Context: an optimization exercise on an open-source flow, tuned for small area, a short achievable clock period and few clock cycles per item. The choices shown serve that exercise and are no tape-out recipe. In this exercise RTL edits were held to simulation tests only and were not proved equivalent to the original. Power is estimated from default activity; no workload was simulated.

==> flow/design.v <==
module siab_adc_hv (
    input  wire        clk,
    input  wire        rst,
    input  wire        adc_valid,
    input  wire [31:0] adc_word,
    output wire        adc_ready,
    input  wire        cmd_valid,
    input  wire [7:0]  cmd_op,
    input  wire [7:0]  cmd_b1,
    input  wire [7:0]  cmd_b2,
    output wire        cmd_ready,
    output wire        rsp_valid,
    output wire [15:0] rsp_data,
    output reg         hv_en,
    output reg         adc_loop_en,
    output reg         adc_inited,
    output reg  [2:0]  adc_rate_code,
    output reg         hv_safety_en,
    output reg         offset_valid
);
    localparam [7:0] OP_ADC_RATE   = 8'h16;
    localparam [7:0] OP_ADC_INIT   = 8'h17;
    localparam [7:0] OP_ADC_START  = 8'h18;
    localparam [7:0] OP_ADC_STOP   = 8'h19;
    localparam [7:0] OP_ADC_RDAVG  = 8'h1A;
    localparam [7:0] OP_ADC_RDALL  = 8'h1B;
    localparam [7:0] OP_ADC_RECOFF = 8'h1C;
    localparam [7:0] OP_ADC_RDOFF  = 8'h1D;
    localparam [7:0] OP_HV_ON      = 8'h1E;
    localparam [7:0] OP_HV_OFF     = 8'h1F;
    localparam [7:0] OP_HVSAFE_EN  = 8'h20;
    localparam [7:0] OP_HV_STAT    = 8'h21;
    localparam [7:0] OP_HV_SETMAX  = 8'h22;
    localparam [31:0] ADC_ERR_MASK = 32'h0000_00F0;
    localparam [2:0] S_IDLE    = 3'd0;
    localparam [2:0] S_EXEC    = 3'd1;   
    localparam [2:0] S_LOAD    = 3'd2;   
    localparam [2:0] S_DIV     = 3'd3;   
    localparam [2:0] S_STORE   = 3'd4;   
    localparam [2:0] S_RESP    = 3'd5;   
    reg [31:0] acc_sum [0:15];
    reg [15:0] acc_cnt [0:15];
    reg [31:0] acc_off [0:15];
    reg [21:0] hv_max_delta;    
    reg [2:0]  state;
    reg [7:0]  op;
    reg [7:0]  b1;
    reg [7:0]  b2;
    reg [3:0]  ch;              
    reg [15:0] rsp_q;
    reg [31:0] dvd;             
    reg [15:0] dvs;
    reg [15:0] rem;
    reg [4:0]  bitn;
    wire [16:0] rem_sh  = {rem[15:0], dvd[31]};
    wire [17:0] rem_sub = {1'b0, rem_sh} - {2'b00, dvs};
    wire        q_bit   = ~rem_sub[17];
    assign adc_ready = (state == S_IDLE) ||
                       ((op == OP_ADC_RDAVG) &&
                        (state == S_DIV || state == S_STORE || state == S_RESP));
    wire        samp_fire = adc_valid & adc_ready;
    wire        samp_err  = |(adc_word & ADC_ERR_MASK);
    wire [3:0]  samp_ch   = adc_word[3:0];
    wire [31:0] samp_val  = {8'h00, adc_word[31:8]};
    wire        samp_take = samp_fire & adc_loop_en & ~samp_err;
    wire [31:0] samp_thr  = acc_off[samp_ch] + {10'd0, hv_max_delta};
    wire        samp_cut  = hv_safety_en & offset_valid & (samp_val > samp_thr);
    assign cmd_ready = (state == S_IDLE);
    wire   cmd_fire  = cmd_valid & cmd_ready;
    assign rsp_valid = (state == S_EXEC) || (state == S_RESP);
    reg [15:0] exec_rsp;
    always @(*) begin
        case (op)
            OP_ADC_RDOFF: exec_rsp = acc_off[b1[3:0]][19:4];
            OP_HV_STAT:   exec_rsp = {7'd0, hv_en, 8'h00};
            default:      exec_rsp = 16'h0000;
        endcase
    end
    assign rsp_data = (state == S_EXEC) ? exec_rsp : rsp_q;
    wire [23:0] ua_x194 = {b1, b2} * 8'd194;
    integer i;
    always @(posedge clk) begin
        if (rst) begin
            state         <= S_IDLE;
            op            <= 8'h00;
            b1            <= 8'h00;
            b2            <= 8'h00;
            ch            <= 4'd0;
            rsp_q         <= 16'h0000;
            dvd           <= 32'd0;
            dvs           <= 16'd0;
            rem           <= 16'd0;
            bitn          <= 5'd0;
            hv_en         <= 1'b0;
            adc_loop_en   <= 1'b0;
            adc_inited    <= 1'b0;
            adc_rate_code <= 3'd0;
            hv_safety_en  <= 1'b0;
            offset_valid  <= 1'b0;
            hv_max_delta  <= 22'd0;
            for (i = 0; i < 16; i = i + 1) begin
                acc_sum[i] <= 32'd0;
                acc_cnt[i] <= 16'd0;
                acc_off[i] <= 32'd0;
            end
        end else begin
            if (samp_take) begin
                if (samp_cut)
                    hv_en <= 1'b0;
                acc_sum[samp_ch] <= acc_sum[samp_ch] + samp_val;
                acc_cnt[samp_ch] <= acc_cnt[samp_ch] + 16'd1;
            end
            case (state)
                S_IDLE: begin
                    if (cmd_fire) begin
                        op <= cmd_op;
                        b1 <= cmd_b1;
                        b2 <= cmd_b2;
                        ch <= 4'd0;
                        if (cmd_op == OP_ADC_RDAVG || cmd_op == OP_ADC_RECOFF ||
                            cmd_op == OP_HV_SETMAX)
                            state <= S_LOAD;
                        else
                            state <= S_EXEC;
                    end
                end
                S_EXEC: begin
                    state <= S_IDLE;
                    case (op)
                        OP_ADC_RATE:
                            if (b1 >= 8'd1 && b1 <= 8'd6)
                                adc_rate_code <= b1[2:0];
                        OP_ADC_INIT:  adc_inited   <= 1'b1;
                        OP_ADC_START: adc_loop_en  <= 1'b1;
                        OP_ADC_STOP:  adc_loop_en  <= 1'b0;
                        OP_HV_ON: begin
                            for (i = 0; i < 16; i = i + 1) begin
                                acc_sum[i] <= 32'd0;
                                acc_cnt[i] <= 16'd0;
                            end
                            hv_en <= 1'b1;
                        end
                        OP_HV_OFF:    hv_en        <= 1'b0;
                        OP_HVSAFE_EN: hv_safety_en <= 1'b1;
                        default: ;
                    endcase
                end
                S_LOAD: begin
                    rem  <= 16'd0;
                    bitn <= 5'd0;
                    if (op == OP_HV_SETMAX) begin
                        dvd <= {8'h00, ua_x194};
                        dvs <= 16'd5;
                    end else begin
                        if (op == OP_ADC_RDAVG) begin
                            dvd <= acc_sum[b1[3:0]];
                            dvs <= acc_cnt[b1[3:0]];
                            acc_sum[b1[3:0]] <= 32'd0;
                            acc_cnt[b1[3:0]] <= 16'd0;
                        end else begin
                            dvd <= acc_sum[ch];
                            dvs <= acc_cnt[ch];
                            acc_sum[ch] <= 32'd0;
                            acc_cnt[ch] <= 16'd0;
                        end
                    end
                    state <= S_DIV;
                end
                S_DIV: begin
                    rem  <= q_bit ? rem_sub[15:0] : rem_sh[15:0];
                    dvd  <= {dvd[30:0], q_bit};
                    bitn <= bitn + 5'd1;
                    if (bitn == 5'd31)
                        state <= S_STORE;
                end
                S_STORE: begin
                    case (op)
                        OP_ADC_RDAVG: begin
                            rsp_q <= dvd[19:4];
                            state <= S_RESP;
                        end
                        OP_HV_SETMAX: begin
                            hv_max_delta <= dvd[21:0];
                            rsp_q <= 16'h0000;
                            state <= S_RESP;
                        end
                        default: begin   
                            acc_off[ch] <= dvd;
                            ch <= ch + 4'd1;
                            if (ch == 4'd15) begin
                                offset_valid <= 1'b1;
                                rsp_q <= 16'h0000;
                                state <= S_RESP;
                            end else begin
                                state <= S_LOAD;
                            end
                        end
                    endcase
                end
                S_RESP: begin
                    state <= S_IDLE;
                end
                default: state <= S_IDLE;
            endcase
        end
    end
endmodule
==> flow/run.sh <==
#!/bin/bash
# synth_recipe.tcl (not shown) runs the flow's synth.tcl, then flattens the netlist and writes it again
# the make line also repeats each setting of config.mk as NAME=value (left out here)
make -C /OpenROAD-flow-scripts/flow DESIGN_CONFIG=/design/flow/config.mk WORK_HOME=/design/flow/orfs CLKGATE_MAP_FILE= SYNTH_SCRIPT=/design/flow/synth_recipe.tcl finish
==> flow/config.mk <==
export PLATFORM = sky130hd
export DESIGN_NAME = siab_adc_hv
export DESIGN_NICKNAME = siab_adc_hv
export VERILOG_FILES = /design/flow/design.v
export SDC_FILE = /design/flow/constraint.sdc
export NUM_CORES = 4
export LEC_CHECK = 0
export CAP_MARGIN = 20
export CORE_MARGIN = 2
export CORE_UTILIZATION = 40
export SLEW_MARGIN = 20
==> flow/constraint.sdc <==
create_clock -name core_clock -period 8.0 [get_ports {clk}]
set_input_delay 1.6000 -clock core_clock [delete_from_list [all_inputs] [get_ports {clk}]]
set_output_delay 1.6000 -clock core_clock [all_outputs]
set_load 0.01 [all_outputs]
==> notes.md <==
[sequential cells by signal, summed over array words and instances, names as in the netlist, named ones only]
name           count
adc_loop_en        1
adc_rate_code      3
acc_sum          512
state              3
rem               16
b1                 8
offset_valid       1
acc_off          512
hv_safety_en       1
hv_en              1
acc_cnt          256
dvs               16
rsp_q             16
b2                 8
hv_max_delta      22
ch                 4
dvd               32
adc_inited         1
op                 8
bitn               5
[layout make-up]
cell class / instances / area share [%]
Antenna cell: 20 / 0.0552
Clock buffer: 209 / 4.82
Clock inverter: 76 / 0.840
Inverter: 84 / 0.348
Multi-Input combinational cell: 3836 / 41.8
Sequential cell: 1434 / 45.8
Tap cell: 2688 / 3.71
Timing Repair Buffer: 266 / 2.66
[synth_stat cells, types with 6 or more instances]
master,number,area [um^2]
or2_2,11,68.8
buf_2,66,330
buf_4,11,82.6
a221o_1,13,130
or3_1,17,106
a22oi_1,14,105
nor2_2,12,75.1
o21a_1,10,75.1
inv_1,82,308
a31oi_1,14,87.6
xnor2_1,42,368
nor3_1,33,165
buf_1,58,218
nor4b_1,6,52.6
a21o_1,42,315
o21bai_1,6,45.0
and3_1,531,3320
a21oi_1,218,1090
o211ai_1,20,150
a22o_1,26,228
clkbuf_1,440,1650
mux4_2,893,20100
nor2b_1,78,488
nand2_1,315,1180
buf_6,12,135
nor2_1,843,3160
mux2i_1,68,681
fa_1,11,220
dfxtp_1,154,3080
xor2_1,42,368
o31ai_1,9,67.6
and2_1,12,75.1
nand2b_1,11,68.8
a221oi_1,31,272
ha_1,170,2130
nand4_1,12,75.1
a211oi_1,96,721
edfxtp_1,1280,38400
o21ai_0,67,335
nand3_1,74,370
[critical path, stage by stage]
cell and delay (ns):
buf_8 0.23, buf_12 0.31, mux4_2 0.54, mux4_2 0.55, ha_1 0.40, a21o_1 0.14
nand2_1 0.07, and3_1 0.19, o31ai_1 0.61, a31oi_1 0.24, o21bai_1 0.20, a21o_1 0.17
a21o_1 0.12, a21oi_1 0.07, xnor2_1 0.14, ha_1 0.28, nand4_1 0.09, nor2_1 0.09
nand2_1 0.08, or4_1 0.53, nand3_1 0.11, nor4_1 0.06, o21ai_0 0.15, a211oi_2 0.07
a31oi_1 0.19
[worst min path at each step]
stage          slack, ns     start       end
6_report            0.45  rsp_q[3]  rsp_q[3]
5_1_grt             0.48  rsp_q[5]  rsp_q[5]
4_1_cts             0.45  rsp_q[6]  rsp_q[6]
3_5_place_dp        0.44  rsp_q[6]  rsp_q[6]
3_3_place_gp        0.44  rsp_q[7]  rsp_q[7]
2_1_floorplan       0.43    dvs[2]    dvs[2]
[kinds of logic after synthesis]
logic type | count (synthesis) | share of synthesized area, %
mux | 965 | 25.5
simple gates | 1979 | 11.5
flops | 1434 | 50.7
compound gates | 623 | 5.02
fa+ha+maj | 181 | 2.87
xor+xnor | 88 | 0.978
buf+inv | 676 | 3.44
[power by group through the flow]
stage          registers [W]  logic (W)  clock network [W]
2_1_floorplan        0.00861    0.00154                  0
3_3_place_gp         0.00868    0.00221                  0
3_5_place_dp         0.00869    0.00223                  0
4_1_cts              0.00853    0.00224            0.00746
5_1_grt              0.00856    0.00240            0.00774
6_report             0.00853    0.00228            0.00742
[layer usage]
layer	part of all wire (%)	up-vias	track usage, %
li1	-	23000	-
met1	37	29200	34.5
met4	5.2	34	12.2
met5	0.079	-	0
met2	47	3652	42.4
met3	11	778	7.17
[per-stage QoR]
stage	util (%)	cells	cell area [um^2]	setup slack, ns
2_1_floorplan	-	5946	81900	0.256
3_3_place_gp	41.9	8306	85400	0.704
3_5_place_dp	41.9	8306	85400	0.647
4_1_cts	44.4	8591	90600	1.47
5_1_grt	44.4	8599	90700	1.10
6_report	44.5	8613	90700	1.39
==> summary.md <==
| Metric | Value |
|---|---|
| Outcome | `timing/DRC/antenna clean` |
| Largest fanout on the critical path | `30` |
| CTS tree | `built` |
| # H-tree levels | `4` |
| Vias in the first global route | `56400` |
| Syn_nets | `6187` |
| Hold path depth | `2` |
| Final hold slack | `0.451 ns` |
| Register area share after synthesis | `50.7%` |
| Post-CTS setup buffer count | `0` |
| Worst reg-to-reg path cell count | `12` |
| Die ar. | `208000 um^2` |
| Crit path capture type | `flop` |
| Commonest non-fill, non-tap cell in the layout | `edfxtp_1` |
| Hold Path Class | `flop to flop` |
| Final Setup Violations | `0` |
| Design Power | `0.0182 W` |
| Pin count of the biggest net entering global routing | `133` |
| Area of the multi-input gates | `37900 um^2` |
| Starting DRC count in detailed routing | `7490` |
| Net Sw Power | `0.00468 W` |
| CTS buffer count | `156` |
| Post-synth cell types | `83` |
| Fillers | `18000` |
| CORE AREA | `204000 um^2` |
| Sequential Power Share | `46.8%` |
| Synth Area per Inst | `13.8 um^2` |
| # IOs | `87` |
| Share of layout cells above drive strength 1 | `24.2%` |
| Final-report max-slew violation count | `0` |
| Slew at the pin with the worst max-slew slack | `1.11 ns` |
| Grt ovf | `0` |
| HPWL Detailed | `163 mm` |
| Max rail drop VDD | `0.000217 V` |
| Final #Nets | `6019` |
| Post-route DRC violation count | `0` |
| Post-CTS Hold Buffers | `0` |
| Power Density | `201 nW/um^2` |
| R2R Path Start | `op[7]` |
| Most frequent cells in the layout | `edfxtp_1, mux4_2, nor2_1, and3_1, nand2_1` |
| CP startpoint kind | `input port` |
| Relative slew margins | `26.0%` |
| # clock sinks | `1434` |
| Crit path DAT | `7.33 ns` |
| Routed via count | `56600` |
| Ys async rst share | `0%` |
| Fin. Hold Viols | `0` |
| CP Launch Point | `adc_word[0]` |
| Cell area after synthesis | `81900 um^2` |
| RR Endpoint | `acc_sum[12][13]` |
| Routed Antenna Nets | `0` |
| Main synth FF type | `edfxtp_1` |
| Share of power burned in the clock network | `40.7%` |
| Area delta synth->final | `10.8%` |
| Tcrit/Tclk final | `82.6%` |
| Number of port buffers | `86` |
| Synth Warn # | `1` |
| Root Buffer Master | `clkbuf_16` |
| GPL Wtd Cong | `0.906` |
| RSZ-0062 raised after global routing | `no` |
| Int Pwr | `0.0136 W` |
| Worst-Skew Late Latency | `0.81 ns` |
| Combinational fraction of design power | `12.5%` |
| Leak Pwr | `32.5 nW` |
| Die Height | `456 um` |
| Reg-to-reg setup timing slack | `2.13 ns` |
| WL per Instance | `32.7 um` |
| First-pass GRT wire length | `407 mm` |
| Sw frac | `25.7%` |
| Fmax | `151 MHz` |
| Initial DRT Pass Iterations | `6` |
| Post-Route WL | `282 mm` |
| Setup Skew | `0.0316 ns` |
| All-layer global routing usage | `26.8%` |
| Post-CTS Resized | `0` |
| TNS Setup | `0 ns` |
| Post-synth EDFFs | `1280` |
| Chip Width | `456 um` |
| FF+latch area | `41600 um^2` |
| Reg clk slew, reported paths | `0.06 ns` |
| Gate Count Post-Synth | `5946` |
| Worst EP required | `8.72 ns` |
| CP endpoint | `hv_en` |
| #FFs+latches synth | `1434` |
| Max_cap viols | `0` |
| Initial Util | `40.1%` |
| Crit path time final | `6.61 ns` |
| Antenna violations before repair | `20` |
| Num rows | `166` |
| Drt via density | `6.58` |
| CP Class | `input port to flop` |
| Clock Tree Buf Depth | `3` |
Testbench counts, summed over its fixed seeds: cycles 135,190, cmds 2,400.

==> port drivers added, routing unchanged <==
How much do the figures lean on ideal ports? The routed layout below was timed once more, with nothing changed but the port constraints.
Step 1 assumes that a clkbuf_16 drives the clock port and a buf_2 every other input.
Step 2 moves the port delays by t, midway between the first and last clock arrival at a register: inputs arrive t later, outputs are due t later. That takes back most of the time a late clock gives input paths.
a / b / c = no drivers / after step 1 / after step 2; a / b = the first two.
shift t [ns]: 0.884
setup WS [ns]: 1.395 / 1.338 / 0.454
worst setup path after step 2: input to register
After both steps setup and hold are still met in this run. The setup slack of this run moves by -0.057 ns with the drivers and by -0.941 ns with both steps.
